From an optimization exercise on the open Yosys and OpenROAD flow, aimed at small area, a short achievable clock period and few clock cycles; shortcuts taken in it are not production practice. No activity file was given, so power comes from the tool's default toggle rates.

## the baseline
// lhb_rx
module lhb_rx #(
    parameter FRAME_CAP = 100            
) (
    input  wire        clk,
    input  wire        rst,              
    input  wire        rx_valid,
    input  wire [7:0]  rx_data,
    output wire        rx_ready,
    output wire        m_valid,
    output wire [7:0]  m_data,
    output wire        m_last,
    output wire        m_empty,          
    input  wire        m_ready,
    output wire        e_valid,
    output wire [3:0]  e_code,
    output wire [7:0]  e_arg,
    output wire [15:0] e_len,
    output wire [3:0]  e_stat,
    input  wire        e_ready
);
clock: 10.0 ns
lec_check: 0
cap_margin: 20
core_margin: 2
core_utilization: 70
cts_cluster_diameter: 80
cts_cluster_size: 24
place_density: 0.85
slew_margin: 20
standard.sh (not shown) runs the stock make flow with config.mk's settings and CLKGATE_MAP_FILE= SYNTH_SCRIPT=/design/flow/synth_recipe.tcl, a recipe that flattens the netlist after the stock synthesis.
==> flow/flow/run.sh <==
#!/bin/bash
# Layout flow: the standard ORFS flow, with the input and output port
# buffers inserted as sky130_fd_sc_hd__buf_2 instead of the default cell.
set -euo pipefail
export BUFFER_PORTS_ARGS="-buffer_cell sky130_fd_sc_hd__buf_2"
bash standard.sh finish > standard_flow.log 2>&1
The baseline did not stop at any stage, and its layout met the timing, design-rule and antenna checks.
Relative to the baseline, the following input files were edited for the candidate:
diff --git a/flow/design.v b/flow/design.v
--- a/flow/design.v
+++ b/flow/design.v
@@ -58,18 +58,16 @@
     reg [5:0]  wseq, rseq;
     reg [5:0]  bq0, bq1;
     reg        bqv0, bqv1;
     reg        bq_pop_q;                 
     reg        vh_q;                     
     reg        vg_q;                     
     reg        mv_q, ml_q, me_q;
     reg [7:0]  md_q;
-    reg        m1_v, m1_l, m1_e;
-    reg [7:0]  m1_d;
     reg        ev_q;
     reg [1:0]  ec_q;
     reg        es_q;
     reg [7:0]  ea_q;
     reg [6:0]  el_q;
     assign rx_ready = rdy_q;
     assign m_valid  = mv_q;
     assign m_data   = md_q;
@@ -103,20 +101,20 @@
     wire e_raise = w_take && need_err;
     wire [6:0] blk_load = ib_d[7] ? 7'h7F : ib_d[6:0];
     wire at_tap  = live && f_otap;
     wire r_one   = r_sep && !rz_x && rz_nx;               
     wire r_need  = r_one || r_pend;                       
     wire r_emit  = (r_need && vg_q) || r_body;
     wire r_nx_ok = !(r_sep && !rz_x && f_ntap);           
     wire r_can   = at_tap && (!r_need || vh_q) && r_nx_ok;
-    wire r_take  = r_can && (!r_emit || !m1_v);
+    wire m_pop   = !mv_q || m_ready;                      
+    wire r_take  = r_can && (!r_emit || m_pop);
     wire v_pop   = r_take && r_need;
     wire m_emit  = r_take && r_emit;
-    wire m_pop   = !mv_q || m_ready;                      
     wire [7:0] n_d = f_rone ? 8'h00 : rd_x;
     wire n_l = rz_nx;
     wire n_e = r_sep;
     wire r_last    = r_take && f_ntap;           
     wire live_d    = wrote || (live && !r_last);
     wire [SW-1:0] ostage_d = (!live || r_last) ? {SW{1'b0}} :
                              r_take ? ostage :
                              f_otop ? {SW{1'b0}} : ostage + 1'b1;
@@ -135,16 +133,23 @@
         end
         if (v_bad) begin
             if (!bqv0_d) begin bq0_d = wseq; bqv0_d = 1'b1; end
             else         begin bq1_d = wseq; bqv1_d = 1'b1; end
         end
     end
     wire [5:0] wseq_d = wseq + wr_term;
     wire [5:0] rseq_d = rseq + v_pop;
+    wire eq_w  = (wseq == rseq);
+    wire eq_w1 = (wseq + 1'b1 == rseq);
+    wire eq_b0 = (bq0 == rseq);
+    wire eq_b1 = (bq1 == rseq);
+    wire vh_d  = wr_term ? !eq_w1 : !eq_w;
+    wire push0 = v_bad && !(bq_pop_q ? bqv1 : bqv0);    
+    wire vg_d  = !(push0 ? eq_w : bqv0_d && (bq_pop_q ? eq_b1 : eq_b0));
     wire free_c  = !otop_d && !wrapped_d;
     wire wrote_c = slot_free && (!s_accb || (ib_v && f_nzero && !ev_q && !bqv1));
     wire cont_c  = wrote_c || f_ntop;
     wire ev_c    = (ib_v && need_err) || (ev_q && !e_ready);
     wire bq_c    = !bqv1 && !(bqv0 && ib_v && s_accb && (ib_z ? !f_bend : f_full));
     wire rdy_d   = free_c && cont_c && !ev_c && bq_c;
     always @(posedge clk) begin
         ring  <= {ring[8*(RING_LEN-1)-1:0],
@@ -181,24 +186,19 @@
             f_rone <= (rd_x[6:0] == 7'd1);
         end else if (r_take) begin
             rblk   <= rblk - 1'b1;
             f_rone <= (rblk == 7'd2);
         end
         bq0 <= bq0_d;
         bq1 <= bq1_d;
         if (m_pop) begin
-            md_q <= m1_v ? m1_d : n_d;
-            ml_q <= m1_v ? m1_l : n_l;
-            me_q <= m1_v ? m1_e : n_e;
-        end
-        if (!m1_v) begin
-            m1_d <= n_d;
-            m1_l <= n_l;
-            m1_e <= n_e;
+            md_q <= n_d;
+            ml_q <= n_l;
+            me_q <= n_e;
         end
         if (!ev_q) begin
             ec_q <= c_sync_lost ? E_SYNC_LOST : c_overflow ? E_FRAME_OVERFLOW : E_DECODE_ERROR;
             es_q <= c_dec_err;
             ea_q <= c_dec_err ? 8'h00 : ib_d;
             el_q <= c_sync_lost ? 7'd0 : c_overflow ? FRAME_CAP[6:0] : flen;
         end
     end
@@ -219,17 +219,16 @@
             wseq     <= 6'd0;
             rseq     <= 6'd0;
             bqv0     <= 1'b0;
             bqv1     <= 1'b0;
             bq_pop_q <= 1'b0;
             vh_q     <= 1'b0;
             vg_q     <= 1'b1;
             mv_q     <= 1'b0;
-            m1_v     <= 1'b0;
             ev_q     <= 1'b0;
         end else begin
             rdy_q   <= rdy_d;
             ib_v    <= (rx_valid && rdy_q) || (ib_v && !w_take);
             if (w_take) begin
                 s_start <= (s_end && ib_z) || c_end;
                 s_acc0  <= (s_start && ib_z) || (s_acc0 && ib_z);
                 s_accb  <= c_first || c_data;
@@ -244,19 +243,15 @@
                 r_body <= ((r_pend && vg_q) || r_body) && !rz_nx;
                 r_skip <= (r_skip && !rz_x) || (r_pend && !vg_q);
             end
             wseq     <= wseq_d;
             rseq     <= rseq_d;
             bqv0     <= bqv0_d;
             bqv1     <= bqv1_d;
             bq_pop_q <= v_pop && !vg_q;
-            vh_q     <= (wseq_d != rseq_d);
-            vg_q     <= !(bqv0_d && bq0_d == rseq_d);
-            if (m_pop) begin
-                mv_q <= m1_v || m_emit;
-                m1_v <= 1'b0;
-            end else if (m_emit)
-                m1_v <= 1'b1;
+            vh_q     <= vh_d;
+            vg_q     <= vg_d;
+            mv_q     <= m_emit || !m_pop;
             ev_q <= e_raise || (ev_q && !e_ready);
         end
     end
 endmodule
## What came out
The baseline completed end to end with timing, DRC and antenna clean. The candidate: all stages complete, timing, DRC and antenna checks passed. The candidate vs. the baseline: net switching fraction of the power went down by 0.15 points; wire length now larger; delay of the slowest critical-path stage went up; global routing usage summed across all routing layers went up 1.9 points; post-synthesis cell type count saw an increase. Summary of the candidate over the baseline: pin count of the biggest net entering global routing up 3.2%, cell area now smaller, flip-flop and latch count decreased about 1.2%.
No functional check of the RTL was part of any run of this note.

========
The RTL this note starts from:
==> flow/design.v <==
module lhb_rx #(
    parameter FRAME_CAP = 100            
) (
    input  wire        clk,
    input  wire        rst,              
    input  wire        rx_valid,
    input  wire [7:0]  rx_data,
    output wire        rx_ready,
    output wire        m_valid,
    output wire [7:0]  m_data,
    output wire        m_last,
    output wire        m_empty,          
    input  wire        m_ready,
    output wire        e_valid,
    output wire [3:0]  e_code,
    output wire [7:0]  e_arg,
    output wire [15:0] e_len,
    output wire [3:0]  e_stat,
    input  wire        e_ready
);
    localparam RD_TAP   = FRAME_CAP - 1;     
    localparam RING_LEN = FRAME_CAP + 1;     
    localparam SW       = 7;                 
    localparam BQ_N     = 3;                 
    localparam [1:0] E_FRAME_OVERFLOW = 2'd1;
    localparam [1:0] E_SYNC_LOST      = 2'd2;
    localparam [1:0] E_DECODE_ERROR   = 2'd3;
    localparam [1:0] S_SEEK_START = 2'd0,
                     S_ACC        = 2'd1,
                     S_SEEK_END   = 2'd2;
    localparam [1:0] R_SEP  = 2'd0,          
                     R_PEND = 2'd1,          
                     R_BODY = 2'd2,          
                     R_SKIP = 2'd3;          
    reg  [8*RING_LEN-1:0] ring;
    wire [7:0] ring_last = ring[8*RING_LEN-1 -: 8];
    wire [7:0] rd_x      = ring[8*RD_TAP+7 -: 8];       
    wire [7:0] rd_nx     = ring[8*(RD_TAP-1)+7 -: 8];   
    reg        rdy_q;                    
    reg        ib_v;                     
    reg        ib_z;                     
    reg [7:0]  ib_d;
    reg [1:0]  ws;                       
    reg [6:0]  flen;                     
    reg [6:0]  wblk;                     
    reg        live;                     
    reg        wrapped;                  
    reg [SW-1:0] ostage;                 
    reg [SW-1:0] nstage;                 
    reg [1:0]  rmode;
    reg [6:0]  rblk;                     
    reg [5:0]  wseq, rseq;
    reg [6*BQ_N-1:0] bq;
    reg [BQ_N-1:0]   bq_v;               
    reg        rz_x, rz_nx;              
    reg        mv_q, ml_q, me_q;
    reg [7:0]  md_q;
    reg        m1_v, m1_l, m1_e;
    reg [7:0]  m1_d;
    reg        ev_q;
    reg [1:0]  ec_q;
    reg        es_q;
    reg [7:0]  ea_q;
    reg [6:0]  el_q;
    assign rx_ready = rdy_q;
    assign m_valid  = mv_q;
    assign m_data   = md_q;
    assign m_last   = ml_q;
    assign m_empty  = me_q;
    assign e_valid  = ev_q;
    assign e_code   = {2'b00, ec_q};
    assign e_arg    = ea_q;
    assign e_len    = {9'd0, el_q};
    assign e_stat   = {es_q, 3'b000};
    function [SW-1:0] inc_stage(input [SW-1:0] s);
        inc_stage = (s == RING_LEN-1) ? {SW{1'b0}} : s + 1'b1;
    endfunction
    wire midframe  = (ws == S_ACC) && (flen != 0);
    wire o_top     = (ostage == RING_LEN-1);
    wire n_top     = (nstage == RING_LEN-1);
    wire slot_free = !live || (!o_top && !wrapped);
    wire contig    = (nstage == 0);
    wire bq_full   = bq_v[BQ_N-1];
    wire blk_end   = (wblk == 7'd1);
    wire c_sync_lost = (ws == S_SEEK_START) && !ib_z;
    wire c_first     = (ws == S_ACC) && (flen == 0) && !ib_z;
    wire c_end       = midframe && ib_z;
    wire c_data      = midframe && !ib_z && (flen != FRAME_CAP);
    wire c_overflow  = midframe && !ib_z && (flen == FRAME_CAP);
    wire c_dec_err   = c_end && !blk_end;
    wire need_err    = c_sync_lost || c_dec_err || c_overflow;
    wire c_bad       = c_dec_err || c_overflow;
    wire w_ok = (!need_err || !ev_q) &&
                (!c_first || slot_free) &&
                (!midframe || ib_z || (slot_free && contig)) &&
                (!c_end || (slot_free && contig)) &&
                (!c_bad || !bq_full);
    wire w_take = ib_v && w_ok;
    wire wr_body = w_take && (c_first || c_data);
    wire wr_term = w_take && (c_end || c_overflow);
    wire wr_fill = !midframe && slot_free;
    wire wrote   = wr_body || wr_term || wr_fill;
    wire v_push  = wr_term;
    wire v_bad   = w_take && c_bad;
    wire e_raise = w_take && need_err;
    wire [6:0] blk_load = ib_d[7] ? 7'h7F : ib_d[6:0];
    wire at_tap  = live && (ostage == RD_TAP);
    wire x_zero  = rz_x;
    wire nx_zero = rz_nx;
    wire v_have  = (wseq != rseq);
    wire v_good  = !(bq_v[0] && bq[5:0] == rseq);
    wire r_one   = (rmode == R_SEP) && !x_zero && nx_zero;    
    wire r_need  = r_one || (rmode == R_PEND);                
    wire r_emit  = (r_need && v_good) || (rmode == R_BODY);
    wire r_nx_ok = !((rmode == R_SEP) && !x_zero && (nstage == RD_TAP));   
    wire r_can   = at_tap && (!r_need || v_have) && r_nx_ok;
    wire r_take  = r_can && (!r_emit || !m1_v);
    wire v_pop   = r_take && r_need;
    wire bq_pop  = v_pop && !v_good;
    wire m_emit  = r_take && r_emit;
    wire m_pop   = !mv_q || m_ready;      
    wire [7:0] n_d = (rblk == 7'd1) ? 8'h00 : rd_x;
    wire n_l = nx_zero;
    wire n_e = (rmode == R_SEP);
    wire last_one  = (ostage == nstage);           
    wire live_d    = wrote || (live && !(r_take && last_one));
    wire [SW-1:0] ostage_d = (!live || (r_take && last_one)) ? {SW{1'b0}} :
                             r_take ? ostage : inc_stage(ostage);
    wire [SW-1:0] nstage_d = wrote ? {SW{1'b0}} : inc_stage(nstage);
    wire wrapped_d = !n_top && (wrapped || (live && o_top));
    wire [BQ_N-1:0] bq_v_d = bq_pop ? ({1'b0, bq_v[BQ_N-1:1]} | (v_bad ? bq_v : {BQ_N{1'b0}}))
                                    : v_bad ? {bq_v[BQ_N-2:0], 1'b1} : bq_v;
    wire free_c  = !(live && (ostage == RING_LEN-2) && !r_take) && !wrapped_d;
    wire wrote_c = slot_free && (!midframe || (ib_v && contig && !ev_q && !bq_full));
    wire cont_c  = wrote_c || n_top;
    wire ev_c    = (ib_v && need_err) || (ev_q && !e_ready);
    wire bq_c    = !bq_full && !(bq_v[BQ_N-2] && ib_v && midframe &&
                                 (ib_z ? !blk_end : (flen == FRAME_CAP)));
    wire rdy_d   = free_c && cont_c && !ev_c && bq_c;
    wire ev_d    = e_raise || (ev_q && !e_ready);
    always @(posedge clk) begin
        ring  <= {ring[8*(RING_LEN-1)-1:0],
                  wrote ? (wr_body ? ib_d : 8'h00) : ring_last};
        rz_x  <= (ring[8*(RD_TAP-1)+7 -: 8] == 8'h00);
        rz_nx <= (ring[8*(RD_TAP-2)+7 -: 8] == 8'h00);
    end
    always @(posedge clk) begin
        ostage <= ostage_d;
        nstage <= nstage_d;
        if (w_take && (c_first || c_data))
            flen <= flen + 1'b1;
        else if (ws == S_SEEK_START)
            flen <= 7'd0;
        if (w_take && (c_first || (c_data && blk_end)))
            wblk <= blk_load;
        else if (w_take && c_data)
            wblk <= wblk - 1'b1;
        if (r_take && (rmode == R_SEP || rblk == 7'd1))
            rblk <= rd_x[6:0];
        else if (r_take)
            rblk <= rblk - 1'b1;
    end
    always @(posedge clk) begin
        if (w_take || !ib_v) begin
            ib_d <= rx_data;
            ib_z <= (rx_data == 8'h00);
        end
        if (bq_pop || v_bad) begin : bq_upd
            integer i;
            for (i = 0; i < BQ_N; i = i + 1)
                if (v_bad && (bq_pop ? (i == 0 ? bq_v[0] && !bq_v[1] : bq_v[i] && (i == BQ_N-1 || !bq_v[i+1]))
                                     : (i == 0 ? !bq_v[0] : bq_v[i-1] && !bq_v[i])))
                    bq[6*i +: 6] <= wseq;
                else if (bq_pop)
                    bq[6*i +: 6] <= (i == BQ_N-1) ? 6'd0 : bq[6*(i+1) +: 6];
        end
        if (m_pop) begin
            md_q <= m1_v ? m1_d : n_d;
            ml_q <= m1_v ? m1_l : n_l;
            me_q <= m1_v ? m1_e : n_e;
        end
        if (!m1_v) begin
            m1_d <= n_d;
            m1_l <= n_l;
            m1_e <= n_e;
        end
        if (!ev_q) begin
            ec_q <= c_sync_lost ? E_SYNC_LOST : c_overflow ? E_FRAME_OVERFLOW : E_DECODE_ERROR;
            es_q <= c_dec_err;
            ea_q <= c_dec_err ? 8'h00 : ib_d;
            el_q <= c_sync_lost ? 7'd0 : c_overflow ? FRAME_CAP[6:0] : flen;
        end
    end
    always @(posedge clk) begin
        if (rst) begin
            rdy_q   <= 1'b1;
            ib_v    <= 1'b0;
            ws      <= S_SEEK_START;
            live    <= 1'b0;
            wrapped <= 1'b0;
            rmode   <= R_SEP;
            wseq    <= 6'd0;
            rseq    <= 6'd0;
            bq_v    <= {BQ_N{1'b0}};
            mv_q    <= 1'b0;
            m1_v    <= 1'b0;
            ev_q    <= 1'b0;
        end else begin
            rdy_q   <= rdy_d;
            ib_v    <= (rx_valid && rdy_q) || (ib_v && !w_take);
            if (w_take) begin
                case (ws)
                S_SEEK_START: ws <= ib_z ? S_ACC : S_SEEK_END;
                S_SEEK_END:   if (ib_z) ws <= S_SEEK_START;
                default:      if (c_end) ws <= S_SEEK_START;
                              else if (c_overflow) ws <= S_SEEK_END;
                endcase
            end
            live    <= live_d;
            wrapped <= wrapped_d;
            if (r_take) begin
                case (rmode)
                R_SEP:   if (!x_zero && !nx_zero) rmode <= R_PEND;
                R_SKIP:  if (x_zero) rmode <= R_SEP;
                default: rmode <= (rmode == R_PEND && !v_good) ? R_SKIP :
                                  nx_zero ? R_SEP : R_BODY;
                endcase
            end
            if (v_push) wseq <= wseq + 1'b1;
            if (v_pop)  rseq <= rseq + 1'b1;
            bq_v <= bq_v_d;
            if (m_pop) begin
                mv_q <= m1_v || m_emit;
                m1_v <= 1'b0;
            end else if (m_emit)
                m1_v <= 1'b1;
            ev_q <= ev_d;
        end
    end
endmodule
clock: 10.0 ns
lec_check: 0
cap_margin: 20
core_margin: 2
core_utilization: 70
cts_cluster_diameter: 80
cts_cluster_size: 24
place_density: 0.85
slew_margin: 20
run.sh (not shown) runs the stock make flow with config.mk's settings and CLKGATE_MAP_FILE= SYNTH_SCRIPT=/design/flow/synth_recipe.tcl, a recipe that flattens the netlist after the stock synthesis.
Stock flow here: none of the scripts above is used.
The first run passed the timing, design-rule and antenna checks.
Then changed:
--- a/flow/design.v
+++ b/flow/design.v
@@ -54,10 +54,8 @@
     reg [BQ_N-1:0]   bq_v;               
     reg        rz_x, rz_nx;              
     reg        mv_q, ml_q, me_q;
     reg [7:0]  md_q;
-    reg        m1_v, m1_l, m1_e;
-    reg [7:0]  m1_d;
     reg        ev_q;
     reg [1:0]  ec_q;
     reg        es_q;
     reg [7:0]  ea_q;
@@ -113,16 +111,12 @@
     wire r_need  = r_one || (rmode == R_PEND);                
     wire r_emit  = (r_need && v_good) || (rmode == R_BODY);
     wire r_nx_ok = !((rmode == R_SEP) && !x_zero && (nstage == RD_TAP));   
     wire r_can   = at_tap && (!r_need || v_have) && r_nx_ok;
-    wire r_take  = r_can && (!r_emit || !m1_v);
-    wire v_pop   = r_take && r_need;
-    wire bq_pop  = v_pop && !v_good;
-    wire m_emit  = r_take && r_emit;
-    wire m_pop   = !mv_q || m_ready;      
-    wire [7:0] n_d = (rblk == 7'd1) ? 8'h00 : rd_x;
-    wire n_l = nx_zero;
-    wire n_e = (rmode == R_SEP);
+    wire out_ok  = !mv_q || m_ready;
+    wire r_take  = r_can && (!r_emit || out_ok);
+    wire v_pop   = r_can && r_need && (!v_good || out_ok);
+    wire bq_pop  = r_can && r_need && !v_good;
     wire last_one  = (ostage == nstage);           
     wire live_d    = wrote || (live && !(r_take && last_one));
     wire [SW-1:0] ostage_d = (!live || (r_take && last_one)) ? {SW{1'b0}} :
                              r_take ? ostage : inc_stage(ostage);
@@ -173,17 +167,12 @@
                     bq[6*i +: 6] <= wseq;
                 else if (bq_pop)
                     bq[6*i +: 6] <= (i == BQ_N-1) ? 6'd0 : bq[6*(i+1) +: 6];
         end
-        if (m_pop) begin
-            md_q <= m1_v ? m1_d : n_d;
-            ml_q <= m1_v ? m1_l : n_l;
-            me_q <= m1_v ? m1_e : n_e;
-        end
-        if (!m1_v) begin
-            m1_d <= n_d;
-            m1_l <= n_l;
-            m1_e <= n_e;
+        if (out_ok) begin
+            md_q <= (rblk == 7'd1) ? 8'h00 : rd_x;
+            ml_q <= nx_zero;
+            me_q <= (rmode == R_SEP);
         end
         if (!ev_q) begin
             ec_q <= c_sync_lost ? E_SYNC_LOST : c_overflow ? E_FRAME_OVERFLOW : E_DECODE_ERROR;
             es_q <= c_dec_err;
@@ -202,9 +191,8 @@
             wseq    <= 6'd0;
             rseq    <= 6'd0;
             bq_v    <= {BQ_N{1'b0}};
             mv_q    <= 1'b0;
-            m1_v    <= 1'b0;
             ev_q    <= 1'b0;
         end else begin
             rdy_q   <= rdy_d;
             ib_v    <= (rx_valid && rdy_q) || (ib_v && !w_take);
@@ -228,13 +216,12 @@
             end
             if (v_push) wseq <= wseq + 1'b1;
             if (v_pop)  rseq <= rseq + 1'b1;
             bq_v <= bq_v_d;
-            if (m_pop) begin
-                mv_q <= m1_v || m_emit;
-                m1_v <= 1'b0;
-            end else if (m_emit)
-                m1_v <= 1'b1;
+            if (r_take && r_emit)
+                mv_q <= 1'b1;
+            else if (m_ready)
+                mv_q <= 1'b0;
             ev_q <= ev_d;
         end
     end
 endmodule
Effect:
- The changed run finished clean
- via count drops by 3.7%
- synthesized cell count fell by 2.9%
- die area shrinks by about 0.8%
- sequential share of layout area falls by 0.39 points
- design area goes down by 0.65%
- total power goes down by 1.0%
- clock skew increases by 8.8 ps
- sequential cell count falls by 11
- wire length is lower by 3.5%
No run of this note included a check of the RTL's function; only the layout flow was run.

separate check: timing with driven ports:
The results above use ideal ports. As a check the final layouts listed here were re-extracted and re-timed, cells and wires unchanged. Step 1 sets driving cells, clkbuf_16 on the clock port and buf_2 on the other inputs (assumed; they add their load-dependent delay and slew). Step 2 times the ports against the registers' clock, not the clock port: input delays grow and output delays shrink by t, the midpoint of the rising clock arrivals with the driver on. Three values: no drivers, after step 1, after step 2; two values: the first two.
run	t (ns)	slack for setup (ns)	worst slew at a driven data input, ns
the baseline	0.613	6.782 / 6.782 / 6.651	0.03
the candidate	0.602	6.002 / 6.031 / 5.429	0.03
the first run of note 2	0.605	6.213 / 6.213 / 6.213	0.05
the second run of note 2	0.618	6.068 / 6.088 / 5.470	0.04
After both steps setup and hold are still met in every run listed. The setup slack of the second run of note 2, which loses most, moves by +0.020 ns with the drivers and by -0.598 ns with both steps.
